Context: an optimization exercise on an open-source flow, tuned for small area, a short achievable clock period and few clock cycles per item. The choices shown serve that exercise and are no tape-out recipe.
Only simulation tests tie the RTL to the original design; equivalence was not proved.
Power is estimated from default activity; no workload was simulated.

`design.v`:
```
module pma_engine (
    input  wire        clk,
    input  wire        rst,
    input  wire        cmd_valid,
    output wire        cmd_ready,
    input  wire [31:0] cmd_word,
    input  wire [7:0]  cmd_len,
    input  wire        in_valid,
    output wire        in_ready,
    input  wire [7:0]  in_data,
    output wire        out_valid,
    input  wire        out_ready,
    output wire [7:0]  out_data,
    output wire        res_valid,
    input  wire        res_ready,
    output wire [3:0]  res_status,
    output wire [31:0] res_value
);
    localparam [7:0] SOP = 8'h7E, EOP = 8'h7F, ESC = 8'h7D;
    localparam [3:0] K_STUFF = 4'd1, K_UNSTUFF = 4'd2, K_CSUM = 4'd3,
                     K_VERIFY = 4'd4, K_WRAP = 4'd5, K_UNWRAP = 4'd6,
                     K_SEAL = 4'd7, K_PUSH = 4'd8, K_POP = 4'd9,
                     K_CLOSE = 4'd10, K_STAT = 4'd11, K_ILL = 4'd12,
                     K_LEN = 4'd13;
    localparam [3:0] ST_OK = 4'h0, ST_FRAMING = 4'h1, ST_ESC_END = 4'h2,
                     ST_INV_ESC = 4'h3, ST_CSUM = 4'h4, ST_ILLEGAL = 4'h5,
                     ST_LENGTH = 4'h6, ST_FULL = 4'h7, ST_EMPTY = 4'h8,
                     ST_OVERFLOW = 4'h9;
    localparam [1:0] M_PLAIN = 2'd0, M_STUFF = 2'd1, M_WRAP = 2'd2, M_SEAL = 2'd3;
    localparam [1:0] S_NONE = 2'd0, S_SLOT = 2'd1, S_JOB = 2'd2;
    localparam RQD = 8;      
    localparam RQW = 3;
    function is_res(input [7:0] b);
        is_res = (b == SOP) || (b == EOP) || (b == ESC);
    endfunction
    wire [7:0] d_op  = cmd_word[7:0];
    wire [7:0] d_imm = cmd_word[15:8];
    wire [7:0] d_ch  = cmd_word[23:16];
    wire [7:0] d_rsv = cmd_word[31:24];
    wire d_codec = (d_op >= 8'h01) && (d_op <= 8'h07);
    wire d_rsm   = (d_op >= 8'h10) && (d_op <= 8'h13);
    wire d_ill   = !(d_codec || d_rsm) ||
                   (d_codec && ((d_imm != 8'd0) || (d_ch != 8'd0))) ||
                   (d_rsm && ((d_ch >= 8'd4) || ((d_op != 8'h10) && (d_imm != 8'd0))));
    wire d_len0  = (cmd_len == 8'd0);
    wire d_big   = (cmd_len > 8'd16);
    wire d_okc   = !d_ill && d_codec;
    wire d_okr   = !d_ill && d_rsm;
    wire [3:0] d_k = d_ill ? K_ILL : d_codec ? d_op[3:0] : {2'b10, d_op[1:0]};
    wire [7:0] d_x = ((d_op == 8'h10) && d_len0) ? d_imm : cmd_len;
    wire d_stf  = d_okc && ((d_op[2:0] == 3'd1) || (d_op[2:0] == 3'd5) || (d_op[2:0] == 3'd7));
    wire d_unst = d_okc && ((d_op[2:0] == 3'd2) || (d_op[2:0] == 3'd6));
    wire [23:0] c_in = {d_big, d_rsv != 8'd0, d_okr && (d_op[1:0] == 2'd0), d_okr, d_stf, d_unst,
                        d_k, d_ch[1:0], d_x, d_len0, cmd_len == 8'd1,
                        d_imm == SOP, d_imm == EOP};
    reg [23:0] cq0, cq1;
    reg [1:0]  ccnt;
    reg        c_rdy;
    wire       c_push = cmd_valid & (ccnt != 2'd2);
    wire       c_pop;
    always @(posedge clk) begin
        if (rst) begin
            ccnt  <= 2'd0;
            c_rdy <= 1'b1;
        end else begin
            ccnt  <= ccnt + {1'b0, c_push} - {1'b0, c_pop};
            c_rdy <= !((ccnt == 2'd2 && !c_pop) || (ccnt == 2'd1 && c_push && !c_pop));
        end
    end
    always @(posedge clk) begin
        if ((ccnt == 2'd0 && c_push) || (ccnt == 2'd1 && c_push && c_pop))
            cq0 <= c_in;
        else if (ccnt == 2'd2 && c_pop)
            cq0 <= cq1;
        if (ccnt == 2'd1 && c_push && !c_pop)
            cq1 <= c_in;
    end
    assign cmd_ready = c_rdy;
    wire [11:0] b_in = {in_data, in_data == SOP, in_data == EOP, in_data == ESC,
                        (in_data == 8'h5E) || (in_data == 8'h5F) || (in_data == 8'h5D)};
    reg [11:0] bq0, bq1;
    reg [1:0]  bcnt;
    reg        b_rdy;
    wire       b_push = in_valid & (bcnt != 2'd2);
    wire       b_pop;
    always @(posedge clk) begin
        if (rst) begin
            bcnt  <= 2'd0;
            b_rdy <= 1'b1;
        end else begin
            bcnt  <= bcnt + {1'b0, b_push} - {1'b0, b_pop};
            b_rdy <= !((bcnt == 2'd2 && !b_pop) || (bcnt == 2'd1 && b_push && !b_pop));
        end
    end
    always @(posedge clk) begin
        if ((bcnt == 2'd0 && b_push) || (bcnt == 2'd1 && b_push && b_pop))
            bq0 <= b_in;
        else if (bcnt == 2'd2 && b_pop)
            bq0 <= bq1;
        if (bcnt == 2'd1 && b_push && !b_pop)
            bq1 <= b_in;
    end
    assign in_ready = b_rdy;
    reg [7:0] jb  [0:1][0:15];           
    reg [4:0] j_len  [0:1];
    reg [1:0] j_mode [0:1];
    reg [7:0] j_ck   [0:1];
    reg [1:0] busy;                      
    reg [1:0] j_done;                    
    reg        ch_acc  [0:3];
    reg [4:0]  ch_alen [0:3];
    reg [1:0]  ch_qcnt [0:3];
    reg        ch_head [0:3];
    reg [3:0]  s_len   [0:7];            
    reg [7:0]  pinned;                   
    reg        w_en;
    reg [2:0]  w_slot;
    reg [3:0]  w_idx;
    reg [7:0]  w_dat;
    reg [RQW:0] occ;
    reg         occ_full;
    wire        x1_rec;                  
    wire        rq_pop;
    wire       hv  = (ccnt != 2'd0);
    wire       h_rsv = cq0[22];
    wire       h_big = cq0[23];
    wire [3:0] h_kr  = cq0[17:14];
    wire       h_kill = h_rsv || (cq0[20] && !cq0[3]);
    wire [3:0] hk  = h_kill ? K_ILL : (!h_kr[3] && h_big) ? K_LEN : h_kr;
    wire [1:0] hc  = cq0[13:12];
    wire [7:0] hx  = cq0[11:4];
    wire       hx0 = cq0[3];
    wire       hx1 = cq0[2];
    wire       hxs = cq0[1];
    wire       hxe = cq0[0];
    wire       bv    = (bcnt != 2'd0);
    wire [7:0] bd    = bq0[11:4];
    wire       b_sop = bq0[3];
    wire       b_eop = bq0[2];
    wire       b_esc = bq0[1];
    wire       b_code = bq0[0];
    wire       b_res = b_sop | b_eop | b_esc;
    wire h_rsm  = cq0[20] && !h_rsv && cq0[3];
    wire h_stf  = cq0[19] && !h_rsv && !h_big;
    wire h_unst = cq0[18] && !h_rsv && !h_big;
    wire h_push = cq0[21] && !h_rsv && cq0[3];
    wire h_buf  = h_stf || h_unst;
    reg       walk;      
    reg [4:0] en;        
    reg [7:0] rem;       
    reg       rem1;      
    reg [7:0] sum;
    reg [5:0] ol;        
    reg       esc, ierr, fbad;
    reg [3:0] epos;
    reg       ex_st;     
    reg       ex_b;      
    reg       jw_en, jw_b, jd_set, jd_z;
    reg [3:0] jw_idx;
    reg [7:0] jw_dat;
    reg [4:0] en_d;      
    wire r0 = walk ? 1'b0 : hx0;
    wire r1 = walk ? rem1 : hx1;
    wire buf_free = !(busy[0] & busy[1]);
    wire nb = busy[0];                   
    wire cb = ex_st ? ex_b : nb;         
    wire go       = !h_buf || ex_st || (buf_free && (!h_stf || !occ_full));
    wire j_ok     = hv && !h_rsm && go;
    wire take     = j_ok && bv && !r0 && (h_stf || !r1 || !occ_full);
    wire fin_ct   = j_ok && h_stf && (r0 || (bv && r1));
    wire fin_job  = j_ok && !h_stf && !occ_full && (r0 || (bv && r1));
    wire push_ct  = j_ok && h_stf && !ex_st;
    wire alloc    = j_ok && h_buf && !ex_st;
    wire ct_alloc = !((hk == K_STUFF) && hx0);
    wire       c_acc  = ch_acc[hc];
    wire [4:0] c_alen = ch_alen[hc];
    wire [1:0] c_qcnt = ch_qcnt[hc];
    wire       c_head = ch_head[hc];
    wire       c_as   = c_head ^ c_qcnt[0];       
    wire       c_full = c_qcnt[1];
    wire       c_emp  = (c_qcnt == 2'd0);
    wire [3:0] cp;                       
    genvar gc;
    generate
        for (gc = 0; gc < 4; gc = gc + 1) begin : CPIN
            assign cp[gc] = (ch_head[gc] ^ ch_qcnt[gc][0]) ? pinned[2*gc+1] : pinned[2*gc];
        end
    endgenerate
    wire       stall_pin = h_push && cp[hc];
    wire       fin_rsm = hv && h_rsm && !occ_full && !stall_pin;
    assign c_pop  = fin_job || fin_rsm || fin_ct;
    assign b_pop  = take;
    assign x1_rec = fin_job || fin_rsm || push_ct;
    reg [7:0] n_sum;
    reg [5:0] n_ol;
    reg       n_esc, n_ierr, n_fbad;
    reg [3:0] n_epos;
    reg       wr_en;
    reg [3:0] wr_idx;
    reg [7:0] wr_dat;
    reg       body;
    wire [7:0] c_sum  = walk ? sum : 8'd0;
    wire [5:0] c_ol   = walk ? ol : 6'd0;
    wire       c_esc  = walk & esc;
    wire       c_ierr = walk & ierr;
    wire       c_fbad = walk & fbad;
    always @(*) begin
        n_sum = c_sum; n_ol = c_ol; n_esc = c_esc; n_ierr = c_ierr; n_fbad = c_fbad; n_epos = epos;
        wr_en = 1'b0; wr_idx = en[3:0]; wr_dat = bd;
        body = (hk == K_UNSTUFF) || (walk && !r1);
        if (h_stf) begin
            n_sum = c_sum + bd;
            n_ol  = c_ol + (b_res ? 6'd2 : 6'd1);
            wr_en = 1'b1;
        end else if (h_unst) begin
            if (hk == K_UNWRAP) begin
                if (!walk && !b_sop) n_fbad = 1'b1;
                if (r1 && !b_eop)    n_fbad = 1'b1;
            end
            wr_idx = c_ol[3:0];
            wr_dat = {bd[7:6], bd[5] ^ c_esc, bd[4:0]};
            if (body && !c_ierr) begin
                if (c_esc) begin
                    n_esc = 1'b0;
                    if (b_code) begin
                        wr_en = 1'b1;
                        n_ol  = c_ol + 6'd1;
                        n_sum = c_sum + {bd[7:6], ~bd[5], bd[4:0]};
                    end else begin
                        n_ierr = 1'b1;
                        n_epos = en[3:0] - 4'd1;
                    end
                end else if (b_esc) begin
                    n_esc = 1'b1;
                end else begin
                    wr_en = 1'b1;
                    n_ol  = c_ol + 6'd1;
                    n_sum = c_sum + bd;
                end
            end
        end else begin
            n_sum = c_sum + bd;
        end
        if (!take) begin
            n_sum = c_sum; n_ol = c_ol; n_esc = c_esc; n_ierr = c_ierr; n_fbad = c_fbad; n_epos = epos;
            wr_en = 1'b0;
        end
    end
    wire [7:0] rem_cur = walk ? rem : hx;
    reg        x2_v;
    reg        x2_job;       
    reg [3:0]  x2_st;
    reg [7:0]  x2_val;       
    reg        x2_stat;
    reg [1:0]  x2_src;
    reg [2:0]  x2_sid;
    reg [3:0]  x2_k;
    reg [5:0]  x2_ol;
    reg        x2_esc, x2_ierr, x2_fbad, x2_lt2;
    reg [3:0]  x2_epos, x2_pos;
    reg        x2_b;
    reg [3:0] p_st;
    reg [7:0] p_v;
    reg       p_stat;
    reg [1:0] p_src;
    reg [2:0] p_sid;
    always @(*) begin
        p_st = ST_OK; p_v = 8'd0; p_stat = 1'b0; p_src = S_NONE; p_sid = {2'b00, cb};
        case (hk)
        K_PUSH: begin
            if (c_full)
                p_st = ST_FULL;
            else if (c_acc && c_alen[4])
                p_st = ST_OVERFLOW;
            else if (c_acc && hxe)
                p_v = 8'd1;
        end
        K_POP: begin
            if (c_emp) begin
                p_st = ST_EMPTY;
            end else begin
                p_v   = {4'd0, s_len[{hc, c_head}]};
                p_src = S_SLOT;
                p_sid = {hc, c_head};
            end
        end
        K_STAT: begin
            p_stat = 1'b1;
            p_v    = {c_alen, c_qcnt, c_acc};
        end
        default: begin       
            if (h_stf && ct_alloc) p_src = S_JOB;
        end
        endcase
    end
    reg [3:0] f_st;
    reg [7:0] f_v;
    reg       f_stat;
    reg [1:0] f_src;
    reg [2:0] f_sid;
    wire [7:0] x2_ck = 8'd0 - x2_val;
    always @(*) begin
        f_st = x2_st; f_v = x2_val; f_stat = x2_stat; f_src = x2_src; f_sid = x2_sid;
        if (x2_job) begin
            f_st = ST_OK; f_v = 8'd0; f_stat = 1'b0; f_src = S_NONE; f_sid = {2'b00, x2_b};
            case (x2_k)
            K_CSUM: f_v = x2_ck;
            K_VERIFY: begin
                f_v = x2_ck;
                if (x2_val != 8'd0) f_st = ST_CSUM;
            end
            K_UNSTUFF: begin
                if (x2_ierr) begin
                    f_st = ST_INV_ESC; f_v = {4'd0, x2_epos};
                end else if (x2_esc) begin
                    f_st = ST_ESC_END; f_v = {4'd0, x2_pos};
                end else if (x2_ol != 6'd0) begin
                    f_src = S_JOB;
                end
            end
            K_UNWRAP: begin
                if (x2_lt2 || x2_fbad) begin
                    f_st = ST_FRAMING;
                end else if (x2_ierr) begin
                    f_st = ST_INV_ESC; f_v = {4'd0, x2_epos};
                end else if (x2_esc) begin
                    f_st = ST_ESC_END; f_v = {4'd0, x2_pos - 4'd1};
                end else if (x2_val != 8'd0) begin
                    f_st = ST_CSUM; f_v = x2_ck;
                end else if (x2_ol != 6'd0) begin
                    f_src = S_JOB;
                end
            end
            K_ILL: f_st = ST_ILLEGAL;
            default: f_st = ST_LENGTH;
            endcase
        end
    end
    reg [13:0] rq_e [0:RQD-1];
    wire [13:0] f_enc = (f_src == S_JOB)  ? {2'd2, 11'd0, f_sid[0]} :
                        (f_src == S_SLOT) ? {2'd3, 5'd0, f_sid, f_v[3:0]} :
                        f_stat            ? {2'd1, 4'd0, f_v} : {2'd0, f_st, f_v};
    reg [RQW-1:0] rq_wr, rq_rd;
    reg [RQW:0]   rq_cnt;
    reg           rq_ne;
    wire [RQW:0]  rq_cnt_a = rq_cnt + {{RQW{1'b0}}, x2_v};
    wire [RQW:0]  occ_a    = occ + {{RQW{1'b0}}, x1_rec};
    wire       e_rel;                     
    wire       e_fr;                      
    reg  [1:0] e_src;
    reg  [2:0] e_sid;
    wire       x2_rel = x2_v && x2_job && (x2_k == K_UNSTUFF || x2_k == K_UNWRAP) &&
                        (f_src == S_NONE);
    integer i, j, k;
    always @(posedge clk) begin
        if (rst) begin
            walk <= 1'b0; en <= 5'd0;
            ex_st <= 1'b0;
            jw_en <= 1'b0; jd_set <= 1'b0; en_d <= 5'd0;
            busy <= 2'b00; j_done <= 2'b00; pinned <= 8'd0;
            w_en <= 1'b0;
            x2_v <= 1'b0;
            occ <= {(RQW+1){1'b0}}; occ_full <= 1'b0;
            rq_wr <= {RQW{1'b0}}; rq_rd <= {RQW{1'b0}}; rq_cnt <= {(RQW+1){1'b0}};
            rq_ne <= 1'b0;
            for (i = 0; i < 4; i = i + 1) begin
                ch_acc[i] <= 1'b0; ch_alen[i] <= 5'd0;
                ch_qcnt[i] <= 2'd0; ch_head[i] <= 1'b0;
            end
        end else begin
            if (fin_job || fin_ct) begin
                walk <= 1'b0; en <= 5'd0;
            end else if (take) begin
                walk <= 1'b1; en <= en + 5'd1;
            end
            jw_en  <= wr_en;
            en_d <= en;
            jd_set <= (fin_ct || fin_job) && h_buf;
            if (jd_set)
                j_done[jw_b] <= 1'b1;
            if (alloc)
                j_done[nb] <= 1'b0;
            if (fin_ct || fin_job)
                ex_st <= 1'b0;
            else if (alloc)
                ex_st <= 1'b1;
            for (j = 0; j < 2; j = j + 1) begin
                if (alloc && nb == j && !(h_stf && !ct_alloc))
                    busy[j] <= 1'b1;
                else if ((e_fr && e_src == S_JOB && e_sid[0] == j) ||
                         (x2_rel && x2_b == j) ||
                         (alloc && nb == j))
                    busy[j] <= 1'b0;
            end
            w_en <= 1'b0;
            if (fin_rsm) begin
                case (hk)
                K_PUSH: begin
                    if (!c_full) begin
                        if (!c_acc) begin
                            if (hxs) begin
                                ch_acc[hc]  <= 1'b1;
                                ch_alen[hc] <= 5'd1;
                            end
                        end else if (c_alen[4]) begin
                            ch_acc[hc]  <= 1'b0;
                            ch_alen[hc] <= 5'd0;
                        end else if (hxe) begin
                            ch_qcnt[hc] <= c_qcnt + 2'd1;
                            ch_acc[hc]  <= 1'b0;
                            ch_alen[hc] <= 5'd0;
                        end else begin
                            ch_alen[hc] <= c_alen + 5'd1;
                            w_en <= (c_alen[3:0] != 4'd15);
                        end
                    end
                end
                K_POP: begin
                    if (!c_emp) begin
                        ch_head[hc] <= ~c_head;
                        ch_qcnt[hc] <= c_qcnt - 2'd1;
                    end
                end
                K_CLOSE: begin
                    ch_acc[hc]  <= 1'b0;
                    ch_alen[hc] <= 5'd0;
                    ch_qcnt[hc] <= 2'd0;
                end
                default: ;
                endcase
            end
            for (j = 0; j < 8; j = j + 1)
                if ((fin_rsm && p_src == S_SLOT && p_sid == j) ||
                    (e_fr && e_src == S_SLOT && e_sid == j))
                    pinned[j] <= fin_rsm && p_src == S_SLOT && p_sid == j;
            x2_v <= x1_rec;
            if (x2_v)
                rq_wr <= rq_wr + 1'b1;
            if (rq_pop)
                rq_rd <= rq_rd + 1'b1;
            rq_cnt <= rq_pop ? rq_cnt_a - 1'b1 : rq_cnt_a;
            rq_ne  <= rq_pop ? (rq_cnt_a > 1) : (rq_cnt_a != 0);
            occ <= rq_pop ? occ_a - 1'b1 : occ_a;
            occ_full <= !rq_pop && ((occ == RQD) || ((occ == RQD - 1) && x1_rec));
        end
    end
    always @(posedge clk) begin
        if (take) begin
            rem  <= rem_cur - 8'd1;
            rem1 <= (rem_cur == 8'd2);
            sum <= n_sum; ol <= n_ol;
            esc <= n_esc; ierr <= n_ierr; fbad <= n_fbad; epos <= n_epos;
        end
        jw_b   <= cb;
        jw_idx <= wr_idx;
        jw_dat <= wr_dat;
        if (jw_en)
            jb[jw_b][jw_idx] <= jw_dat;
        jd_z   <= !(walk || take);
        if (jd_set)
            j_ck[jw_b] <= jd_z ? 8'd0 : 8'd0 - sum;
        if (alloc) begin
            ex_b <= nb;
            j_mode[nb] <= (hk == K_STUFF) ? M_STUFF : (hk == K_WRAP) ? M_WRAP :
                          (hk == K_SEAL) ? M_SEAL : M_PLAIN;
            j_len[nb]  <= hx[4:0];
        end
        if ((fin_ct || fin_job) && h_unst)
            j_len[cb] <= n_ol[4:0];
        if (fin_rsm && h_push && !c_full && c_acc && !c_alen[4] && hxe)
            s_len[{hc, c_as}] <= c_alen[3:0] - 4'd1;
        w_slot <= {hc, c_as};
        w_idx  <= c_alen[3:0] - 4'd1;
        w_dat  <= hx;
        x2_job  <= !h_rsm && !h_stf;
        x2_st   <= p_st;
        x2_val  <= h_rsm ? p_v : n_sum;
        x2_stat <= p_stat;
        x2_src  <= p_src;
        x2_sid  <= p_sid;
        x2_k    <= hk;
        x2_ol   <= n_ol;
        x2_esc  <= n_esc;
        x2_ierr <= n_ierr;
        x2_fbad <= n_fbad;
        x2_lt2  <= !walk;
        x2_epos <= n_epos;
        x2_pos  <= en[3:0];
        x2_b    <= cb;
        if (x2_v)
            rq_e[rq_wr] <= f_enc;
    end
    localparam [2:0] PH_INIT = 3'd0, PH_SOP = 3'd1, PH_BODY = 3'd2, PH_BESC = 3'd3,
                     PH_CK = 3'd4, PH_CESC = 3'd5, PH_EOP = 3'd6, PH_DONE = 3'd7;
    reg       e_v;
    reg [3:0] e_st;
    reg [7:0] e_val;
    reg       e_stat;
    reg       e_sop, e_stf, e_ckp;
    reg [4:0] e_blen;
    reg [2:0] ph;
    reg [5:0] e_cnt;
    reg       e_nd;      
    reg       e_pd;      
    reg       e_frd;     
    reg [4:0] rp;
    reg [3:0] rps [0:7];                 
    reg [3:0] rpj;                       
    reg [7:0] rbs, rbj;                  
    reg       rb_v;
    reg [8:0]  ob0, ob1;
    reg [1:0]  ocnt;
    reg        ob_sp;
    reg [19:0] rr0, rr1;
    reg [1:0]  rcnt;
    reg        rr_sp;
    reg        need_rec;     
    reg        o_valid;
    reg        r_valid;
    wire       e_slot = (e_src == S_SLOT);
    wire       e_jid  = e_sid[0];
    wire       e_data = (e_src != S_NONE);
    wire [7:0] e_ck   = j_ck[e_jid];
    wire       e_jd   = j_done[e_jid];
    wire [2:0] eph = (ph == PH_INIT) ? (e_sop ? PH_SOP : PH_BODY) : ph;
    wire       e_last = (rp == e_blen);
    wire [2:0] after_body = e_ckp ? PH_CK : (e_sop ? PH_EOP : PH_DONE);
    wire       ck_res = is_res(e_ck);
    wire [7:0] rb     = e_slot ? rbs : rbj;
    reg        rbj_res;                  
    wire       rb_res = rbj_res;         
    reg [7:0] g_byte;
    reg [2:0] g_ph;
    reg       g_inc;
    reg       g_wait;
    always @(*) begin
        g_byte = 8'd0; g_ph = eph; g_inc = 1'b0; g_wait = 1'b0;
        case (eph)
        PH_SOP: begin
            g_byte = SOP;
            g_ph   = (e_blen == 5'd0) ? (e_ckp ? PH_CK : PH_EOP) : PH_BODY;
        end
        PH_BODY: begin
            g_wait = !rb_v;
            if (e_stf && rb_res) begin
                g_byte = ESC; g_ph = PH_BESC;
            end else begin
                g_byte = rb; g_inc = 1'b1;
                g_ph = e_last ? after_body : PH_BODY;
            end
        end
        PH_BESC: begin
            g_byte = rb ^ 8'h20; g_inc = 1'b1;
            g_ph = e_last ? after_body : PH_BODY;
        end
        PH_CK: begin
            g_wait = !e_jd;
            if (ck_res) begin
                g_byte = ESC; g_ph = PH_CESC;
            end else begin
                g_byte = e_ck; g_ph = PH_EOP;
            end
        end
        PH_CESC: begin
            g_byte = e_ck ^ 8'h20; g_ph = PH_EOP;
        end
        PH_EOP: begin
            g_byte = EOP; g_ph = PH_DONE;
        end
        default: g_wait = 1'b1;
        endcase
    end
    wire e_emit = e_v && e_data && !g_wait && ob_sp;
    assign e_fr = e_emit && (g_ph == PH_EOP || g_ph == PH_DONE) && !e_frd;
    assign e_rel = rr_sp && (e_nd || e_pd);
    wire   e_load = (!e_v || e_rel) && rq_ne;
    assign rq_pop = e_load;
    wire [13:0] n_e   = rq_e[rq_rd];
    wire [1:0] n_src  = (n_e[13:12] == 2'd2) ? S_JOB : (n_e[13:12] == 2'd3) ? S_SLOT : S_NONE;
    wire [2:0] n_sid  = (n_e[13:12] == 2'd3) ? n_e[6:4] : {2'b00, n_e[0]};
    wire [7:0] n_val  = (n_e[13:12] == 2'd3) ? {4'd0, n_e[3:0]} : n_e[7:0];
    wire [1:0] n_mode = j_mode[n_sid[0]];
    wire       n_slot = (n_src == S_SLOT);
    wire [4:0] n_blen  = n_slot ? n_val[4:0] : j_len[n_sid[0]];
    wire       n_prime = (n_src == S_JOB) && (j_done[n_sid[0]] || (en_d != 5'd0));
    reg        rlt_b, rlt_e;
    wire       rd_ok   = e_v && e_data && rlt_b && (e_slot || e_jd || rlt_e);
    wire       rd_go   = rd_ok && (!rb_v || (e_emit && g_inc));
    wire [4:0] rp_1    = rp + 5'd1;
    wire [7:0] s_byte [0:7];
    genvar gs;
    generate
        for (gs = 0; gs < 8; gs = gs + 1) begin : SLOT
            reg [7:0] m [0:13];
            always @(posedge clk)
                if (w_en && w_slot == gs)
                    m[w_idx] <= w_dat;
            assign s_byte[gs] = m[rps[gs]];
        end
    endgenerate
    wire [7:0] rd_sbyte = s_byte[e_sid];
    wire [7:0] rd_jbyte = jb[e_jid][rpj];
    always @(posedge clk) begin
        if (rst) begin
            e_v <= 1'b0; ph <= PH_INIT; e_cnt <= 6'd0;
            e_nd <= 1'b0; e_pd <= 1'b0;
            rb_v <= 1'b0; rp <= 5'd0; rlt_b <= 1'b0; rlt_e <= 1'b0;
            for (k = 0; k < 8; k = k + 1) rps[k] <= 4'd0;
            rpj <= 4'd0;
        end else begin
            if (e_fr)
                e_frd <= 1'b1;
            if (e_emit) begin
                ph <= g_ph;
                e_pd <= (g_ph == PH_DONE);
                e_cnt <= e_cnt + 6'd1;
            end
            rlt_e <= rd_go ? (rp_1 < en) : (rp < en);
            if (rd_go)
                rlt_b <= (rp_1 < e_blen);
            if (rd_go) begin
                rb_v <= 1'b1;
                rp   <= rp + 5'd1;
                for (k = 0; k < 8; k = k + 1) rps[k] <= rps[k] + 4'd1;
                rpj  <= rpj + 4'd1;
            end else if (e_emit && g_inc) begin
                rb_v <= 1'b0;
            end
            if (e_rel && !e_load) begin
                e_v  <= 1'b0;
                e_nd <= 1'b0;
                e_pd <= 1'b0;
            end
            if (e_load) begin
                e_v    <= 1'b1;
                e_nd   <= (n_src == S_NONE);
                e_pd   <= 1'b0;
                e_frd  <= 1'b0;
                rlt_b  <= ({4'd0, n_prime} < n_blen);
                rlt_e  <= ({4'd0, n_prime} < en);
                ph     <= PH_INIT;
                e_cnt  <= 6'd0;
                rb_v   <= n_prime;
                rp     <= {4'd0, n_prime};
                for (k = 0; k < 8; k = k + 1) rps[k] <= {3'd0, n_prime};
                rpj    <= {3'd0, n_prime};
            end
        end
    end
    always @(posedge clk) begin
        if (e_load) begin
            e_st   <= (n_e[13:12] == 2'd0) ? n_e[11:8] : ST_OK;
            e_val  <= n_val;
            e_stat <= (n_e[13:12] == 2'd1);
            e_src  <= n_src;
            e_sid  <= n_sid;
            e_sop  <= n_slot || (n_mode == M_WRAP) || (n_mode == M_SEAL);
            e_stf  <= !n_slot && (n_mode != M_PLAIN);
            e_ckp  <= !n_slot && (n_mode == M_SEAL);
            e_blen <= n_blen;
            rbj    <= jb[n_sid[0]][0];
            rbj_res <= is_res(jb[n_sid[0]][0]);
        end else if (rd_go) begin
            rbj    <= rd_jbyte;
            rbj_res <= is_res(rd_jbyte);
        end
        if (rd_go)
            rbs <= rd_sbyte;
    end
    wire [8:0]  ob_in = {g_ph == PH_DONE, g_byte};
    wire [19:0] rr_in = {e_data, e_st,
                         e_stat ? {5'd0, e_val[2:1] == 2'd2, e_val[2:1] != 2'd0, e_val[0]} :
                         e_data ? {2'b00, e_cnt} : e_val,
                         e_stat ? e_val[2:1] : 2'd0,
                         e_stat ? e_val[7:3] : 5'd0};
    wire o_vi   = (ocnt != 2'd0) && !need_rec && !((rcnt != 2'd0) && !rr0[19]);
    wire r_vi   = (rcnt != 2'd0) && (!rr0[19] || need_rec);
    wire o_pop  = o_vi && out_ready;
    wire r_pop  = r_vi && res_ready;
    wire o_push = e_emit;
    wire r_push = e_rel;
    reg [1:0]  ocnt_n, rcnt_n;
    reg [8:0]  ob0_n;
    reg [19:0] rr0_n;
    reg        nr_n;
    always @(*) begin
        ocnt_n = ocnt + {1'b0, o_push} - {1'b0, o_pop};
        rcnt_n = rcnt + {1'b0, r_push} - {1'b0, r_pop};
        ob0_n = ob0;
        if (o_pop)
            ob0_n = (ocnt == 2'd2) ? ob1 : ob_in;
        else if (ocnt == 2'd0)
            ob0_n = ob_in;
        rr0_n = rr0;
        if (r_pop)
            rr0_n = (rcnt == 2'd2) ? rr1 : rr_in;
        else if (rcnt == 2'd0)
            rr0_n = rr_in;
        nr_n = need_rec;
        if (o_pop && ob0[8])
            nr_n = 1'b1;
        else if (r_pop && rr0[19])
            nr_n = 1'b0;
    end
    always @(posedge clk) begin
        if (rst) begin
            ocnt <= 2'd0; rcnt <= 2'd0; ob_sp <= 1'b1; rr_sp <= 1'b1;
            need_rec <= 1'b0; o_valid <= 1'b0; r_valid <= 1'b0;
        end else begin
            ocnt  <= ocnt_n;
            rcnt  <= rcnt_n;
            ob_sp <= (ocnt_n != 2'd2);
            rr_sp <= (rcnt_n != 2'd2);
            need_rec <= nr_n;
            o_valid <= (ocnt_n != 2'd0) && !nr_n && !((rcnt_n != 2'd0) && !rr0_n[19]);
            r_valid <= (rcnt_n != 2'd0) && (!rr0_n[19] || nr_n);
        end
    end
    always @(posedge clk) begin
        ob0 <= ob0_n;
        rr0 <= rr0_n;
        if ((o_push && ocnt == 2'd1 && !o_pop) || (o_push && ocnt == 2'd2 && o_pop))
            ob1 <= ob_in;
        if ((r_push && rcnt == 2'd1 && !r_pop) || (r_push && rcnt == 2'd2 && r_pop))
            rr1 <= rr_in;
    end
    assign out_valid  = o_valid;
    assign out_data   = ob0[7:0];
    assign res_valid  = r_valid;
    assign res_status = rr0[18:15];
    assign res_value  = {11'd0, rr0[4:0], 6'd0, rr0[6:5], rr0[14:7]};
endmodule
```
`run.sh`:
```
#!/bin/bash
# synth_recipe.tcl (not shown) runs the flow's synth.tcl, then flattens the netlist and writes it again
# the make line also repeats each setting of config.mk as NAME=value (left out here)
make -C /OpenROAD-flow-scripts/flow DESIGN_CONFIG=/design/flow/config.mk WORK_HOME=/design/flow/orfs CLKGATE_MAP_FILE= SYNTH_SCRIPT=/design/flow/synth_recipe.tcl finish
```
`config.mk`:
```
export PLATFORM = sky130hd
export DESIGN_NAME = pma_engine
export DESIGN_NICKNAME = pma_engine
export VERILOG_FILES = /design/flow/design.v
export SDC_FILE = /design/flow/constraint.sdc
export NUM_CORES = 4
export LEC_CHECK = 0
export CAP_MARGIN = 20
export CORE_MARGIN = 2
export CORE_UTILIZATION = 60
export SLEW_MARGIN = 20
```
`constraint.sdc`:
```
create_clock -name core_clock -period 10.0 [get_ports {clk}]
set_input_delay 2.0000 -clock core_clock [delete_from_list [all_inputs] [get_ports {clk}]]
set_output_delay 2.0000 -clock core_clock [all_outputs]
set_load 0.01 [all_outputs]
```
==> results of run 1 <==
flip-flops by register name (all words and copies together) (netlist names), 9 cells and up, named ones only:
name,flops
cq0,24
s_len,32
SLOT.m,896
bq1,12
ob1,9
ob0,9
rq_e,112
rr0,20
jb,256
bq0,12
rps,32
j_len,10
cq1,24
j_ck,16
rr1,20
ch_alen,20
where the power goes:
group | total, uW | leakage, uW | switching (uW) | internal (uW)
sequential | 9730 | 0.0157 | 643 | 9090
combinational | 2790 | 0.00715 | 1840 | 948
clock | 6470 | 0.00278 | 2740 | 3730
total | 19000 | 0.0257 | 5230 | 13800
stage by stage:
step                hold slack [ps]  power (uW)  cells
floorplan                       347       11400   4346
global route                    417       19700   6181
global placement                396       12600   5851
detailed placement              398       12700   5852
CTS                             398       19100   6178
finish                          400       19000   6182
layout by cell type, fill, tap and decap left out, drive strengths merged, types with 14 or more instances in the layout:
master	count
nor3b	14
a21o	20
clkinv	69
mux2i	120
nor3	49
o21ai	117
mux4	342
nand4	31
mux2	113
ha	66
xnor2	54
a211oi	25
conb	17
a31oi	35
nor4	27
dfxtp	191
edfxtp	1566
inv	117
nor2b	60
clkbuf	234
nor2	389
a21oi	90
nand2	237
o22ai	31
or3	18
and3	17
nand2b	21
a22oi	14
buf	62
xor2	55
clkdlybuf4s50	83
nand3b	15
nand3	66
and2	21
kinds of logic after synthesis:
kind of cell    share of synthesized area, %
compound gates                          4.03
xor+xnor                                1.32
fa+ha+maj                               1.21
buf+inv                                 2.19
flops                                   70.5
mux                                     14.1
other cells                          0.00520
simple gates                            6.61
final cells by class:
class	count	share of cell area (%)
flip-flops and latches	1757	63.5
multi-input cells	2229	24.7
clock buffers	234	6.00
well taps	1612	2.52
repair buffers	145	1.64
clock inverters	92	1.08
inverters	110	0.531
diodes	3	0.00936
worst max-delay path, delay by kind of cell (launching register included):
| kind | cells | cell delay (ps) |
|---|---|---|
| DFF | 1 | 350 |
| AOI/OAI and AO/OA | 1 | 200 |
| and+or+nand+nor | 5 | 2420 |
| adders and majority gates | 2 | 580 |
| buffers and inverters | 2 | 160 |
routing by layer:
layer,up-vias,share of wire [%]
li1,17000,-
met1,19600,41
met2,1156,51
met3,286,5.2
met4,2,3.3
met5,-,0.0072
worst min-delay path by stage:
stage,startpoint,endpoint,slack (ps),cells past startpoint
floorplan,cq0[9]$_DFFE_PN_,w_dat[5]$_DFF_P_,350,0
global placement,bq0[4]$_DFFE_PP_,jw_dat[0]$_DFF_P_,400,0
detailed placement,bq0[4]$_DFFE_PP_,jw_dat[0]$_DFF_P_,400,0
CTS,en[3]$_SDFFE_PP0P_,x2_pos[3]$_DFF_P_,400,0
global route,bq0[4]$_DFFE_PP_,jw_dat[0]$_DFF_P_,420,0
finish,en[3]$_SDFFE_PP0P_,x2_pos[3]$_DFF_P_,400,0
==> summary.md, run 1 <==
| Metric | Value |
|---|---|
| Status | `finished clean` |
| Clk_skew | `~24 ps` |
| Max Fclk | `0.245 GHz` |
| Later-pin clock latency in the skew report | `800 ps` |
| CTS Buffer Depth | `3` |
| Hpwl dp | `107,000 um` |
| R2r endpoint | `rq_e[0][8]$_DFFE_PP_` |
| Drt first pass iters | `5` |
| FF+latch area | `50,900 sq um` |
| # port buffers | `84` |
| Async SR Flop Fraction | `0%` |
| LEAKAGE | `about 0.026 uW` |
| Post-synth EDFFs | `1,566` |
| RSZ-0062 raised after global routing | `false` |
| Largest net degree at the start of global routing | `99` |
| Sequential area share after synthesis | `a little over two thirds` |
| Placement row count | `roughly 130` |
| CP Launch Point | `x2_val[0]$_DFF_P_` |
| CP peak stage delay | `860 ps` |
| Cells on worst reg2reg path | `10` |
| Pre-CTS setup slack | `around 5400 ps` |
| Met2 Use GR | `roughly 46%` |
| Initial antenna violation count | `4` |
| Busiest layer in global routing | `met2` |
| Routed WL | `between 150,000 and 200,000 um` |
| CTS tree | `done` |
| CTS Root Cell | `clkbuf_16` |
| Initial core utilization | `between 60% and 70%` |
| Post-cts resize count | `0` |
| GR met1 Demand/Resource | `37.3%` |
| Slowest cell on the critical path | `nor3_1` |
| Critical path endpoint | `rq_e[0][8]$_DFFE_PP_` |
| Arr. time, crit path | `4520 ps` |
| Final core occ | `67.0%` |
| Post-Syn Instances | `between 4,000 and 5,000` |
| Worst-margin pin slew | `1200 ps` |
| DR WL/cell | `26.8 um` |
| Core area | `around 120,000 sq um` |
| Final WS setup | `5920 ps` |
| Pwr per Cell Area | `237 nW/um^2` |
| Drt drc | `0` |
| Total routing usage reported by global routing | `27.6%` |
| Number of DRC markers in iteration 0 | `3,438` |
| Share of the synthesized area in the top cell type | `65.2%` |
| Final worst path period need | `4080 ps` |
| Final setup violation count | `0` |
| H-Tree Depth | `4` |
| Top area cells in the synthesized netlist | `edfxtp_1, mux4_2, dfxtp_1, nor2_1, mux2_2` |
| Top-count cell post-synth | `edfxtp_1` |
| Setup TNS | `0 ps` |
| Post-CTS setup buffers | `0` |
| Yosys cell types | `100` |
| # nets final | `4,541` |
| Total congestion overflow | `0` |
| CP required | `10,440 ps` |
| Avg Inst Size Synth | `16.7 sq um` |
| First-pass GRT wire length | `248,000 um` |
| Synth top cells by count | `edfxtp_1, nor2_1, mux4_2, nand2_1, dfxtp_1` |
| Most used flip-flop cell after synthesis | `edfxtp_1` |
| Worst vdd ir | `0.000186 V` |
| Fill count | `8,133` |
| Share of post-route cells with drive strength above 1 | `a little under a fifth` |
| I/O pin count | `a little over 100` |
| Final GP Congestion | `between 0.8 and 0.9` |
| Final Cell Area | `80,200 sq um` |
| Worst-path cell chain | `inv_1 -> ha_1 -> or3b_2 -> nor4b_1 -> nand2_1 -> nand2_1 -> a41o_1 -> inv_1 -> ha_1 -> nor3_1` |
| Routed Antenna Nets | `0` |
| Die H | `between 300 and 400 um` |
| Hold buffer count at CTS | `0` |
| Area of the multi-input gates | `19,800 sq um` |
| Vias | `38,100` |
| Critical Path Sink Type | `register` |
| Chip Width | `351 um` |
| Post-Syn Area | `72,100 sq um` |
| Worst relative slew slack | `19.5%` |
| Clock slew at reported path FFs | `60 ps` |
| CP max FO | `10` |
| Synth warnings | `2` |
| Period utilisation layout | `40.8%` |
| Vias in the first global route | `38,400` |
| Via/cell ratio | `6.17` |
| R2R setup slack | `5920 ps` |
| Crit Path Class | `register to register` |
| Placed inst area | `74,500 sq um` |
| Max Slew Vio Count | `0` |
| CTS buffer count | `176` |
| Die area | `123,000 sq um` |
| Num Clock Sinks | `1,757` |
| Reg2reg start | `x2_val[0]$_DFF_P_` |
| Seq cells post-synth | `1,757` |
| Area growth syn-to-layout | `11.2%` |
| HP Class | `register to register` |
| Fin. Hold Viols | `0` |
| GRT met3 Usage | `4.05%` |
| MaxCap Viol Count | `0` |
| CP Launch Type | `register` |
| Largest area contributor in the netlist | `edfxtp_1` |
Testbench counts, summed over its fixed seeds: cycles 19,320, items 5,121.
==> run 2, diff against run 1 <==
--- a/design.v
+++ b/design.v
@@ -151,3 +151,3 @@
     reg       rem1;      
-    reg [7:0] sum;
+    reg [7:0] sum;       
     reg [5:0] ol;        
@@ -157,3 +157,3 @@
     reg       ex_b;      
-    reg       jw_en, jw_b, jd_set, jd_z;
+    reg       jw_en, jw_b, jd_set, jd_z, jd_unst;
     reg [3:0] jw_idx;
@@ -211,3 +211,3 @@
         if (h_stf) begin
-            n_sum = c_sum + bd;
+            n_sum = c_sum - bd;
             n_ol  = c_ol + (b_res ? 6'd2 : 6'd1);
@@ -227,3 +227,3 @@
                         n_ol  = c_ol + 6'd1;
-                        n_sum = c_sum + {bd[7:6], ~bd[5], bd[4:0]};
+                        n_sum = c_sum - {bd[7:6], ~bd[5], bd[4:0]};
                     end else begin
@@ -237,3 +237,3 @@
                     n_ol  = c_ol + 6'd1;
-                    n_sum = c_sum + bd;
+                    n_sum = c_sum - bd;
                 end
@@ -241,3 +241,3 @@
         end else begin
-            n_sum = c_sum + bd;
+            n_sum = c_sum - bd;
         end
@@ -300,3 +300,3 @@
     reg [2:0] f_sid;
-    wire [7:0] x2_ck = 8'd0 - x2_val;
+    wire [7:0] x2_ck = x2_val;
     always @(*) begin
@@ -460,3 +460,3 @@
         if (jd_set)
-            j_ck[jw_b] <= jd_z ? 8'd0 : 8'd0 - sum;
+            j_ck[jw_b] <= jd_z ? 8'd0 : sum;
         if (alloc) begin
@@ -467,4 +467,5 @@
         end
-        if ((fin_ct || fin_job) && h_unst)
-            j_len[cb] <= n_ol[4:0];
+        jd_unst <= h_unst;
+        if (jd_set && jd_unst)
+            j_len[jw_b] <= jd_z ? 5'd0 : ol[4:0];
         if (fin_rsm && h_push && !c_full && c_acc && !c_alen[4] && hxe)
==> run 2 against run 1 <==
  * Via count is essentially flat
  * Largest power group unchanged
  * Worst setup slack gained 74 ps
  * Utilization is essentially flat
  * Sequential share of layout area grew 0.13 points
  * Largest cell class unchanged
  * Cell area shrank 0.17%
  * First-iteration DRC count grew 8.0%
  * Wire length is essentially flat
  * Sequential power grew 1%
  * Global-route usage shrank 0.29 points
  * Die area shrank 0.28%
  * Synthesized cell count grew 0.69%
  * Synthesized area shrank 0.28%
==> summary.md, run 2 <==
| Metric | Value |
|---|---|
| Die H | `350 um (was 351 um)` |
| MaxCap Viol Count | `0 (unchanged)` |
| Placed inst area | `74,200 sq um (was 74,500 sq um)` |
| Fin. Hold Viols | `0 (unchanged)` |
| CP dominant cell by count | `or3_1` |
| Design Power | `19,400 uW (was 19,000 uW)` |
| Routed Antenna Nets | `0 (unchanged)` |
| Clock slew at reported path FFs | `60 ps (about the same)` |
| Worst relative slew slack | `25.2% (was 19.5%)` |
| Pre-CTS setup slack | `5460 ps (was 5410 ps)` |
| # port buffers | `84 (unchanged)` |
| Leading cell type in the layout, fill and taps excluded | `edfxtp_1 (unchanged)` |
| I/O pin count | `102 (unchanged)` |
| Num Clock Sinks | `1,758 (was 1,757)` |
| Worst-path cell chain | `or3b_1 -> a221oi_2 -> or3_1 -> a311o_2 -> inv_2 -> buf_4 -> nand3_1 -> or3_1 -> nand2_1 -> o21ai_1 (was inv_1 -> ha_1 -> or3b_2 -> nor4b_1 -> nand2_1 -> nand2_1 -> a41o_1 -> inv_1 -> ha_1 -> nor3_1)` |
| Comb power frac | `15.4% (was 14.7%)` |
| Top area cells in the synthesized netlist | `edfxtp_1, mux4_2, dfxtp_1, nor2_1, mux2i_1 (was edfxtp_1, mux4_2, dfxtp_1, nor2_1, mux2_2)` |
| Most flops, register | `SLOT.m (unchanged)` |
| Multiplexer share of the synthesized area | `13.7% (was 14.1%)` |
| Vias in the first global route | `37,500 (was 38,400)` |
| Worst vdd ir | `0.000201 V (was 0.000186 V)` |
| Post-synthesis compound-gate area fraction | `4.14% (was 4.03%)` |
| # nets final | `4,564 (was 4,541)` |
| CP required | `10,510 ps (was 10,440 ps)` |
| Final worst path period need | `4000 ps (was 4080 ps)` |
| Arr. time, crit path | `4520 ps (about the same)` |
| Chip Width | `350 um (was 351 um)` |
| Drt first pass iters | `6 (was 5)` |
| Min Hold Slack | `436 ps (was 400 ps)` |
| Core area | `119,000 sq um (was 120,000 sq um)` |
| Total routing usage reported by global routing | `27.3% (was 27.6%)` |
| Clk_skew | `23.3 ps (was 24.2 ps)` |
| Post-CTS setup buffers | `0 (unchanged)` |
| DR WL/cell | `26.7 um (was 26.8 um)` |
| Async SR Flop Fraction | `0% (unchanged)` |
| CP Launch Type | `register (unchanged)` |
| Sequential area share after synthesis | `70.7% (was 70.5%)` |
| Synth warnings | `2 (unchanged)` |
| Clk pwr share | `33.9% (was 34.0%)` |
| Switching power | `5420 uW (was 5230 uW)` |
| Post-Syn Area | `71,900 sq um (was 72,100 sq um)` |
| Max Slew Vio Count | `0 (unchanged)` |
| Slowest cell on the critical path | `buf_4 (was nor3_1)` |
| Share of the synthesized area in the top cell type | `65.4% (was 65.2%)` |
| CP peak stage delay | `550 ps (was 860 ps)` |
| Fraction of the mapped netlist area in adder cells | `1.15% (was 1.21%)` |
| Initial core utilization | `60.2% (was 60.3%)` |
| Crit Path Class | `register to register (unchanged)` |
| Sw Share | `27.9% (was 27.5%)` |
| First-pass GRT wire length | `245,000 um (was 248,000 um)` |
| H-Tree Depth | `4 (unchanged)` |
| Die area | `123,000 sq um (about the same)` |
| Post-synth EDFFs | `1,566 (unchanged)` |
| Final GP Congestion | `0.877 (was 0.898)` |
| CP max FO | `47 (was 10)` |
| Top-count cell post-synth | `edfxtp_1 (unchanged)` |
| Hpwl dp | `106,000 um (was 107,000 um)` |
| Via/cell ratio | `6.14 (was 6.17)` |
| Most used flip-flop cell after synthesis | `edfxtp_1 (unchanged)` |
| Critical Path Sink Type | `register (unchanged)` |
| Placement row count | `127 (unchanged)` |
| RSZ-0062 raised after global routing | `false (unchanged)` |
| Synth top cells by count | `edfxtp_1, nor2_1, mux4_2, nand2_1, dfxtp_1 (unchanged)` |
| Internal Power | `14,000 uW (was 13,800 uW)` |
| Period utilisation layout | `40.0% (was 40.8%)` |
| Post-cts resize count | `0 (unchanged)` |
| Largest net degree at the start of global routing | `93 (was 99)` |
| Final setup violation count | `0 (unchanged)` |
| Max Fclk | `0.250 GHz (was 0.245 GHz)` |
| CTS Buffer Depth | `3 (unchanged)` |
| LEAKAGE | `0.0256 uW (was 0.0257 uW)` |
| HP Class | `register to register (unchanged)` |
| Drt drc | `0 (unchanged)` |
| CP top delay family | `simple AND/OR/NAND/NOR gates (unchanged)` |
| Number of DRC markers in iteration 0 | `3,714 (was 3,438)` |
| Total congestion overflow | `0 (unchanged)` |
| CTS tree | `done (unchanged)` |
| Xor/xnor cell area share of the yosys netlist | `1.21% (was 1.32%)` |
| Final WS setup | `6000 ps (was 5920 ps)` |
| Buffers and inverters on the worst path | `2 (unchanged)` |
| Pwr per Cell Area | `243 nW/um^2 (was 237 nW/um^2)` |
| Largest area contributor in the netlist | `edfxtp_1 (unchanged)` |
| Largest family of logic cells by synthesized area | `multiplexers (unchanged)` |
| Worst-margin pin slew | `1120 ps (was 1200 ps)` |
| Routed WL | `166,000 um (about the same)` |
| CTS buffer count | `176 (unchanged)` |
| Final Cell Area | `80,000 sq um (was 80,200 sq um)` |
| Vias | `38,100 (about the same)` |
| Later-pin clock latency in the skew report | `800 ps (about the same)` |
| Largest registers | `SLOT.m: 896 flops, jb: 256 flops, rq_e: 112 flops (unchanged)` |
| Flop pwr share | `50.7% (was 51.2%)` |
| Largest register FFs | `896 (unchanged)` |
| Post-synthesis simple-gate area fraction | `6.80% (was 6.61%)` |
| Initial antenna violation count | `3 (was 4)` |
| Share of post-route cells with drive strength above 1 | `18.0% (was 18.5%)` |
| Most frequent cells in the layout | `edfxtp_1, nor2_1, mux4_2 (unchanged)` |
| Status | `finished clean (unchanged)` |
| Yosys cell types | `99 (was 100)` |
| Hold buffer count at CTS | `0 (unchanged)` |
| CTS Root Cell | `clkbuf_16 (unchanged)` |
| Seq cells post-synth | `1,758 (was 1,757)` |
| Post-Syn Instances | `4,360 (was 4,330)` |
| Area growth syn-to-layout | `11.3% (was 11.2%)` |
| Setup TNS | `0 ps (unchanged)` |
| Avg Inst Size Synth | `16.5 sq um (was 16.7 sq um)` |
run 2: cell count changes after synthesis, moves of 11 or more:
cell      before  now
nand2_1      237  289
o21ai_0      113   79
a21oi_1       89  118
mux2_2       111   83
o21ai_1        2   24
o21bai_1       3   20
nor2_1       388  404
buf_1         47   32
buf_2         22   37
nand2b_1      21   35
a211oi_1      25   12
mux2_1         1   14
nor3b_1       14    3
run 2: worst paths after layout:
path              slack [ps]                end  cells after the start               from
setup / recovery        6000  epos[2]$_DFFE_PP_                     10  cq0[22]$_DFFE_PN_
setup reg to reg        6000  epos[2]$_DFFE_PP_                     10  cq0[22]$_DFFE_PN_
hold / removal           440  jw_dat[2]$_DFF_P_                      0   bq0[6]$_DFFE_PP_
hold reg to reg          440  jw_dat[2]$_DFF_P_                      0   bq0[6]$_DFFE_PP_
run 2: layout make-up:
| cell class | count | area (sq um) |
|---|---|---|
| tap | 1612 | 2020 |
| clock buffer | 229 | 4850 |
| sequential | 1758 | 50900 |
| multi-input combinational | 2255 | 19600 |
| antenna | 1 | 2.50 |
| clock inverter | 98 | 958 |
| inverter | 107 | 407 |
| fill | 8186 | 39500 |
| timing repair buffer | 147 | 1330 |
run 2: power by group through the flow:
| stage | clock network (uW) | logic [uW] | registers, uW |
|---|---|---|---|
| 6_report | 6580 | 2990 | 9850 |
| 5_1_grt | 6960 | 3250 | 9910 |
| 4_1_cts | 6680 | 2990 | 9860 |
| 3_5_place_dp | 0 | 2980 | 10000 |
| 3_3_place_gp | 0 | 2930 | 9990 |
| 2_1_floorplan | 0 | 1740 | 9890 |
run 2: worst register-to-register path, stage by stage, from the launching register on:
cell,delay [ps]
edfxtp_1,540
or3b_1,400
a221oi_2,140
or3_1,470
a311o_2,530
inv_2,170
buf_4,550
nand3_1,220
or3_1,500
nand2_1,120
o21ai_1,80
run 2: metal layers:
layer	vias up	wire, um	share of wire [%]	global-route usage (%)
li1	17000	-	-	-
met1	19800	70600	43	38.8
met2	1090	81300	49	44.1
met3	264	9100	5.5	4.41
met4	0	4730	2.9	8.53
met5	-	0	0	0
run 2: cell families after synthesis:
| kind of cell | count (synthesis) |
|---|---|
| DFF | 1758 |
| and+or+nand+nor | 1064 |
| muxes | 550 |
| AOI/OAI and AO/OA | 460 |
| buffers and inverters | 363 |
| xor gates and xnor gates | 99 |
| adders and majority gates | 65 |
| other | 1 |
run 2: stage by stage:
step	std cells	util (%)
5_1_grt	6206	67.0
4_1_cts	6205	66.9
2_1_floorplan	4376	-
3_3_place_gp	5878	62.1
3_5_place_dp	5878	62.1
6_report	6207	67.0
Testbench counts of run 2, summed over its fixed seeds: cycles 19,320, items 5,121.
==> run 3, diff against run 2 <==
--- a/config.mk
+++ b/config.mk
@@ -10,2 +10,3 @@
 export CORE_UTILIZATION = 60
+export GPL_TIMING_DRIVEN = 0
 export SLEW_MARGIN = 20
==> run 3 against run 2 <==
  * Critical endpoint is now sum[6]$_DFFE_PP_
  * Sequential cell count did not move
  * First-iteration DRC count grew 34%
  * Die area unchanged
  * Via count grew 4.3%
  * Critical path type unchanged
  * Still clean
  * Non-clock buffer count increased by 217
==> summary.md, run 3 <==
| Metric | Value |
|---|---|
| Status | `finished clean (unchanged)` |
| Later-pin clock latency in the skew report | `800 ps (about the same)` |
| Hold buffer count at CTS | `0 (unchanged)` |
| Top-count cell post-synth | `edfxtp_1 (unchanged)` |
| Placement row count | `127 (unchanged)` |
| Via/cell ratio | `6.19 (was 6.14)` |
| Top area cells in the synthesized netlist | `edfxtp_1, mux4_2, dfxtp_1, nor2_1, mux2i_1 (unchanged)` |
| Vias in the first global route | `39,200 (was 37,500)` |
| Total routing usage reported by global routing | `29.5% (was 27.3%)` |
| Largest register FFs | `896 (unchanged)` |
| Largest area contributor in the netlist | `edfxtp_1 (unchanged)` |
| Max Slew Vio Count | `0 (unchanged)` |
| Worst vdd ir | `0.000190 V (was 0.000201 V)` |
| Hpwl dp | `122,000 um (was 106,000 um)` |
| Synth top cells by count | `edfxtp_1, nor2_1, mux4_2, nand2_1, dfxtp_1 (unchanged)` |
| Most flops, register | `SLOT.m (unchanged)` |
| Min Hold Slack | `347 ps (was 436 ps)` |
| Worst relative slew slack | `24.3% (was 25.2%)` |
| Most used flip-flop cell after synthesis | `edfxtp_1 (unchanged)` |
| Die area | `123,000 sq um (unchanged)` |
| Avg Inst Size Synth | `16.5 sq um (unchanged)` |
| Hold endpoint | `x2_pos[2]$_DFF_P_ (was jw_dat[2]$_DFF_P_)` |
| Clock slew at reported path FFs | `60 ps (about the same)` |
| Post-synth EDFFs | `1,566 (unchanged)` |
| CTS buffer count | `177 (was 176)` |
| Cells on worst reg2reg path | `14 (was 10)` |
| DR WL/cell | `27.8 um (was 26.7 um)` |
| CTS tree | `done (unchanged)` |
| CP Launch Type | `register (unchanged)` |
| Post-cts resize count | `0 (unchanged)` |
| Async SR Flop Fraction | `0% (unchanged)` |
| Die H | `350 um (unchanged)` |
| Post-CTS setup buffers | `0 (unchanged)` |
| CP peak stage delay | `680 ps (was 550 ps)` |
| Routed Antenna Nets | `0 (unchanged)` |
| Layout Cells excl Fill | `6,422 (was 6,207)` |
| Sequential area share after synthesis | `70.7% (unchanged)` |
| Arr. time, crit path | `6190 ps (was 4520 ps)` |
| Vias | `39,800 (was 38,100)` |
| # nets final | `4,782 (was 4,564)` |
| Final worst path period need | `5550 ps (was 4000 ps)` |
| Initial core utilization | `60.2% (unchanged)` |
| Post-Syn Instances | `4,360 (unchanged)` |
| Yosys cell types | `99 (unchanged)` |
| Share of post-route cells with drive strength above 1 | `17.9% (was 18.0%)` |
| Drt drc | `0 (unchanged)` |
| Initial antenna violation count | `4 (was 3)` |
| I/O pin count | `102 (unchanged)` |
| Fill count | `8,193 (was 8,186)` |
| Hold path depth | `0 (unchanged)` |
| Final core occ | `67.8% (was 67.0%)` |
| Worst-path cell chain | `buf_1 -> clkbuf_1 -> clkbuf_1 -> buf_1 -> nand2_1 -> ha_1 -> fa_1 -> nor2b_1 -> o21a_1 -> o21ai_0 -> o311ai_0 -> a22oi_1 -> mux2_2 -> a21oi_1 (was or3b_1 -> a221oi_2 -> or3_1 -> a311o_2 -> inv_2 -> buf_4 -> nand3_1 -> or3_1 -> nand2_1 -> o21ai_1)` |
| Leading cell type in the layout, fill and taps excluded | `edfxtp_1 (unchanged)` |
| Inst Count DP | `6,096 (was 5,878)` |
| Share of the synthesized area in the top cell type | `65.4% (unchanged)` |
| H-Tree Depth | `4 (unchanged)` |
| Final GP Congestion | `0.923 (was 0.877)` |
| Synth warnings | `2 (unchanged)` |
| Critical Path Sink Type | `register (unchanged)` |
| MaxCap Viol Count | `0 (unchanged)` |
| Most frequent cells in the layout | `edfxtp_1, nor2_1, mux4_2 (unchanged)` |
| Area growth syn-to-layout | `12.6% (was 11.3%)` |
| Chip Width | `350 um (unchanged)` |
| Post-Syn Area | `71,900 sq um (unchanged)` |
| Largest registers | `SLOT.m: 896 flops, jb: 256 flops, rq_e: 112 flops (unchanged)` |
| RSZ-0062 raised after global routing | `false (unchanged)` |
| R2r endpoint | `sum[6]$_DFFE_PP_ (was epos[2]$_DFFE_PP_)` |
| Number of DRC markers in iteration 0 | `4,961 (was 3,714)` |
| Worst-margin pin slew | `1140 ps (was 1120 ps)` |
| Num Clock Sinks | `1,758 (unchanged)` |
| # port buffers | `84 (unchanged)` |
| R2R setup slack | `4450 ps (was 6000 ps)` |
| Hold Path Origin | `en[2]$_SDFFE_PP0P_ (was bq0[6]$_DFFE_PP_)` |
| Clk_skew | `28.0 ps (was 23.3 ps)` |
| Core area | `119,000 sq um (unchanged)` |
| Period utilisation layout | `55.5% (was 40.0%)` |
| LEAKAGE | `0.0260 uW (was 0.0256 uW)` |
| CTS Root Cell | `clkbuf_16 (unchanged)` |
| Routed WL | `178,000 um (was 166,000 um)` |
| Total congestion overflow | `0 (unchanged)` |
| Slowest cell on the critical path | `clkbuf_1 (was buf_4)` |
| CP max FO | `10 (was 47)` |
| Pwr per Cell Area | `241 nW/um^2 (was 243 nW/um^2)` |
| Max Fclk | `0.180 GHz (was 0.250 GHz)` |
| Fin. Hold Viols | `0 (unchanged)` |
| HP Class | `register to register (unchanged)` |
| FF+latch area | `50,900 sq um (about the same)` |
| Final setup violation count | `0 (unchanged)` |
| First-pass GRT wire length | `261,000 um (was 245,000 um)` |
| Setup TNS | `0 ps (unchanged)` |
| Reg2reg start | `walk$_SDFFE_PP0P_ (was cq0[22]$_DFFE_PN_)` |
| CTS Buffer Depth | `3 (unchanged)` |
| Crit Path Class | `register to register (unchanged)` |
| Largest net degree at the start of global routing | `69 (was 93)` |
| Drt first pass iters | `6 (unchanged)` |
| Seq cells post-synth | `1,758 (unchanged)` |
| CP required | `10,640 ps (was 10,510 ps)` |
| Area of the multi-input gates | `19,600 sq um (about the same)` |
-- run 3: cell types whose count changed in the layout (fill, tap and decap cells not counted), sizes merged --
| cell | delta |
|---|---|
| clkinv | -4 |
| diode | +2 |
| clkdlybuf4s50 | +1 |
| inv | -5 |
| clkbuf | +140 |
| buf | +79 |
| clkinvlp | +2 |
-- run 3: critical path: cells and delay by family (launching register included) --
| kind | cells | cell delay (ps) |
|---|---|---|
| AO/OA/AOI/OAI | 5 | 1070 |
| adder cells (fa/ha/maj) | 2 | 720 |
| buffers and inverters | 4 | 2610 |
| flip-flops | 1 | 410 |
| multiplexers | 1 | 320 |
| AND/OR/NAND/NOR | 2 | 280 |
-- run 3: how the worst max path moves through the flow --
stage / startpoint / end / slack (ps) / depth (start not counted)
final: walk$_SDFFE_PP0P_ / sum[6]$_DFFE_PP_ / 4450 / 14
after global routing: walk$_SDFFE_PP0P_ / sum[6]$_DFFE_PP_ / 4250 / 14
after CTS: walk$_SDFFE_PP0P_ / sum[6]$_DFFE_PP_ / 4540 / 14
after detailed placement: rst / ch_alen[3][0]$_DFFE_PP_ / 4140 / 5
after global placement: rst / ch_alen[3][1]$_DFFE_PP_ / 4110 / 5
after floorplan: cmd_valid / register / 5980 / 4
-- run 3: stage by stage --
stage                     cell area, sq um  setup slack [ps]  total power (uW)
after floorplan                      72000              5980             11600
after global placement               74800              4110             13100
after detailed placement             75400              4140             13200
after CTS                            81000              4540             19600
after global routing                 81000              4250             20200
final                                81000              4450             19600
-- run 3: area by class of cell --
class	instances	share of cell area, %
antenna	3	0.00927
buffer	256	1.50
clock buffer	232	5.88
clock inverter	91	1.03
inverter	107	0.502
multi-input combinational	2255	24.2
sequential	1758	62.9
tap	1612	2.49
timing repair buffer	108	1.57
-- run 3: logic make-up after synthesis --
logic type / count (synthesis) / synth area share, %
DFF: 1758 / 70.7
and+or+nand+nor: 1064 / 6.80
muxes: 550 / 13.7
AOI/OAI and AO/OA: 460 / 4.14
buffers and inverters: 363 / 2.24
xor gates and xnor gates: 99 / 1.21
adders and majority gates: 65 / 1.15
other: 1 / 0.00521
-- run 3: where the power goes --
group	internal, uW	switching, uW	total, uW
combinational	1110	2150	3260
sequential	9230	630	9860
clock	3730	2710	6440
total	14100	5490	19600
-- run 3: metal layers --
layer | share of wire (%) | global-route usage [%] | up-vias
met3 | 7.6 | 5.27 | 321
met5 | 0 | 0 | -
met4 | 3.6 | 10.7 | 0
li1 | - | - | 17500
met2 | 49 | 48.0 | 1669
met1 | 40 | 40.6 | 20300
==> run 4, diff against run 3 <==
--- a/config.mk
+++ b/config.mk
@@ -7,6 +7,5 @@
 export LEC_CHECK = 0
-export CAP_MARGIN = 20
+export CAP_MARGIN = 0
 export CORE_MARGIN = 2
 export CORE_UTILIZATION = 60
-export GPL_TIMING_DRIVEN = 0
-export SLEW_MARGIN = 20
+export SLEW_MARGIN = 0
==> run 4 against run 3 <==
  * Die area stayed put
  * Sequential power hardly changed
  * Critical endpoint is now epos[2]$_DFFE_PP_
  * Clock power is 2% higher
  * Wire length is 7.1% lower
  * Register-to-register slack better by 1500 ps
  * Synthesized cell count stayed put
==> summary.md, run 4 <==
| Metric | Value |
|---|---|
| Pwr per Cell Area | `243 nW/um^2 (was 241 nW/um^2)` |
| Total congestion overflow | `0 (unchanged)` |
| I/O pin count | `102 (unchanged)` |
| Die area | `123,000 sq um (unchanged)` |
| Most flops, register | `SLOT.m (unchanged)` |
| Top-count cell post-synth | `edfxtp_1 (unchanged)` |
| Hold buffer count at CTS | `0 (unchanged)` |
| Area growth syn-to-layout | `11.2% (was 12.6%)` |
| Final setup violation count | `0 (unchanged)` |
| Clock slew at reported path FFs | `60 ps (about the same)` |
| Most used flip-flop cell after synthesis | `edfxtp_1 (unchanged)` |
| R2R setup slack | `6000 ps (was 4450 ps)` |
| # nets final | `4,563 (was 4,782)` |
| Sequential area share after synthesis | `70.7% (unchanged)` |
| Reg2reg start | `cq0[22]$_DFFE_PN_ (was walk$_SDFFE_PP0P_)` |
| Post-Syn Area | `71,900 sq um (unchanged)` |
| Max Slew Vio Count | `0 (unchanged)` |
| CP required | `10,520 ps (was 10,640 ps)` |
| Crit Path Class | `register to register (unchanged)` |
| Arr. time, crit path | `4510 ps (was 6190 ps)` |
| Initial core utilization | `60.2% (unchanged)` |
| R2r endpoint | `epos[2]$_DFFE_PP_ (was sum[6]$_DFFE_PP_)` |
| Worst vdd ir | `0.000200 V (was 0.000190 V)` |
| HP Class | `register to register (unchanged)` |
| Worst relative slew slack | `19.2% (was 24.3%)` |
| Yosys cell types | `99 (unchanged)` |
| Most frequent cells in the layout | `edfxtp_1, nor2_1, mux4_2 (unchanged)` |
| Critical Path Sink Type | `register (unchanged)` |
| CTS Root Cell | `clkbuf_16 (unchanged)` |
| Pre-CTS setup slack | `5460 ps (was 4140 ps)` |
| Routed Antenna Nets | `0 (unchanged)` |
| Core area | `119,000 sq um (unchanged)` |
| Min Hold Slack | `432 ps (was 347 ps)` |
| Status | `finished clean (unchanged)` |
| Post-synth EDFFs | `1,566 (unchanged)` |
| CTS buffer count | `176 (was 177)` |
| Final core occ | `66.9% (was 67.8%)` |
| Largest register FFs | `896 (unchanged)` |
| Die H | `350 um (unchanged)` |
| H-Tree Depth | `4 (unchanged)` |
| Synth warnings | `2 (unchanged)` |
| Total routing usage reported by global routing | `27.3% (was 29.5%)` |
| Routed WL | `166,000 um (was 178,000 um)` |
| Vias | `38,100 (was 39,800)` |
| Via/cell ratio | `6.15 (was 6.19)` |
| Final worst path period need | `4000 ps (was 5550 ps)` |
| Leading cell type in the layout, fill and taps excluded | `edfxtp_1 (unchanged)` |
| Largest registers | `SLOT.m: 896 flops, jb: 256 flops, rq_e: 112 flops (unchanged)` |
| RSZ-0062 raised after global routing | `false (unchanged)` |
| Top area cells in the synthesized netlist | `edfxtp_1, mux4_2, dfxtp_1, nor2_1, mux2i_1 (unchanged)` |
| Final GP Congestion | `0.877 (was 0.923)` |
| Post-CTS setup buffers | `0 (unchanged)` |
| MaxCap Viol Count | `0 (unchanged)` |
| Max Fclk | `0.250 GHz (was 0.180 GHz)` |
| Post-Syn Instances | `4,360 (unchanged)` |
| Fin. Hold Viols | `0 (unchanged)` |
| Number of DRC markers in iteration 0 | `3,628 (was 4,961)` |
| Share of post-route cells with drive strength above 1 | `17.9% (about the same)` |
| CP Launch Type | `register (unchanged)` |
| # port buffers | `84 (unchanged)` |
| Drt drc | `0 (unchanged)` |
| Vias in the first global route | `37,500 (was 39,200)` |
| Worst-margin pin slew | `1200 ps (was 1140 ps)` |
| Largest net degree at the start of global routing | `93 (was 69)` |
| Placement row count | `127 (unchanged)` |
| Async SR Flop Fraction | `0% (unchanged)` |
| CP max FO | `47 (was 10)` |
| Hpwl dp | `106,000 um (was 122,000 um)` |
| CTS Buffer Depth | `3 (unchanged)` |
| Initial antenna violation count | `3 (was 4)` |
| Cells on worst reg2reg path | `10 (was 14)` |
==> run 4: power by group <==
| part | switching [uW] | total [uW] | leakage (uW) | internal [uW] |
|---|---|---|---|---|
| combinational | 2040 | 2970 | 0.00696 | 932 |
| clock | 2770 | 6590 | 0.00287 | 3820 |
| sequential | 608 | 9850 | 0.0157 | 9240 |
==> run 4: per-layer routing <==
metal | global-route usage [%] | part of all wire, % | vias to the layer above
li1 | - | - | 17000
met1 | 38.8 | 42 | 19700
met2 | 44.1 | 49 | 1156
met3 | 4.41 | 5.7 | 265
met4 | 8.53 | 2.8 | 0
met5 | 0 | 0 | -
==> run 4: stage by stage <==
stage | cells | power, uW | instance area [sq um]
after detailed placement | 5878 | 13000 | 74200
final | 6206 | 19400 | 80000
after global routing | 6205 | 20100 | 80000
after global placement | 5878 | 12900 | 74200
after floorplan | 4376 | 11600 | 72000
after CTS | 6205 | 19500 | 80000
==> run 4: layout make-up <==
type / count / area (sq um) / area share, %
antenna: 1 / 2.50 / 0.00313
clock buffer: 229 / 4850 / 6.06
clock inverter: 98 / 958 / 1.20
inverter: 107 / 407 / 0.508
multi-input combinational: 2255 / 19600 / 24.4
sequential: 1758 / 50900 / 63.6
tap: 1612 / 2020 / 2.52
timing repair buffer: 146 / 1300 / 1.63
==> run 4: worst min-delay path by stage <==
| stage | to | slack (ps) | cells past startpoint | startpoint |
|---|---|---|---|---|
| floorplan | x2_pos[2]$_DFF_P_ | 330 | 0 | en[2]$_SDFFE_PP0P_ |
| global placement | jw_dat[2]$_DFF_P_ | 420 | 0 | bq0[6]$_DFFE_PP_ |
| detailed placement | jw_dat[2]$_DFF_P_ | 400 | 0 | bq0[6]$_DFFE_PP_ |
| CTS | jw_dat[2]$_DFF_P_ | 430 | 0 | bq0[6]$_DFFE_PP_ |
| global route | jw_dat[2]$_DFF_P_ | 440 | 0 | bq0[6]$_DFFE_PP_ |
| finish | jw_dat[2]$_DFF_P_ | 430 | 0 | bq0[6]$_DFFE_PP_ |
==> run 4: cell families (layout without fill, tap and decap cells) <==
family / count (synthesis) / count (layout) / share of synthesized area (%)
muxes: 550 / 550 / 13.7
other: 1 / 18 / 0.00521
buffers and inverters: 363 / 580 / 2.24
and+or+nand+nor: 1064 / 1064 / 6.80
xor gates and xnor gates: 99 / 99 / 1.21
DFF: 1758 / 1758 / 70.7
adders and majority gates: 65 / 65 / 1.15
AOI/OAI and AO/OA: 460 / 460 / 4.14
==> run 4: worst max-delay path, stage by stage, from the launching register on <==
cell      delay (ps)
edfxtp_1         540
or3b_1           390
a221oi_2         140
or3_1            470
a311o_2          530
inv_2            160
buf_4            560
nand3_1          200
or3_1            500
nand2_1          110
o21ai_1           80

afterwards: timing with drivers on the ports:
No port has a modelled driver above. Below, the same layouts with a new extraction and two added sets of constraints. Step 1, drivers: a clkbuf_16 drives clk and a buf_2 each remaining input, both assumed. Step 2 adds t to the input delays and takes it off the output delays; t is the mean of the earliest and latest rising clock arrival at the registers after step 1. Input paths then give back, and output paths get back, about the clock's delay inside the block. Slacks: ideal ports / drivers / drivers and shift; pairs: ideal ports / drivers.
| run | t, ns | slack for setup (ns) | worst hold slack (ns) |
|---|---|---|---|
| run 1 | 0.867 | 5.923 / 5.923 / 5.388 | 0.400 / 0.400 / 0.400 |
| run 2 | 0.861 | 5.997 / 5.997 / 5.439 | 0.436 / 0.436 / 0.436 |
| run 3 | 0.865 | 4.453 / 4.453 / 4.146 | 0.347 / 0.347 / 0.347 |
| run 4 | 0.863 | 6.003 / 6.003 / 5.444 | 0.432 / 0.432 / 0.432 |
After both steps every run listed still meets setup and hold. For run 4, which loses most, drivers alone change the setup slack by 0.000 ns; drivers and shift together by -0.559 ns.
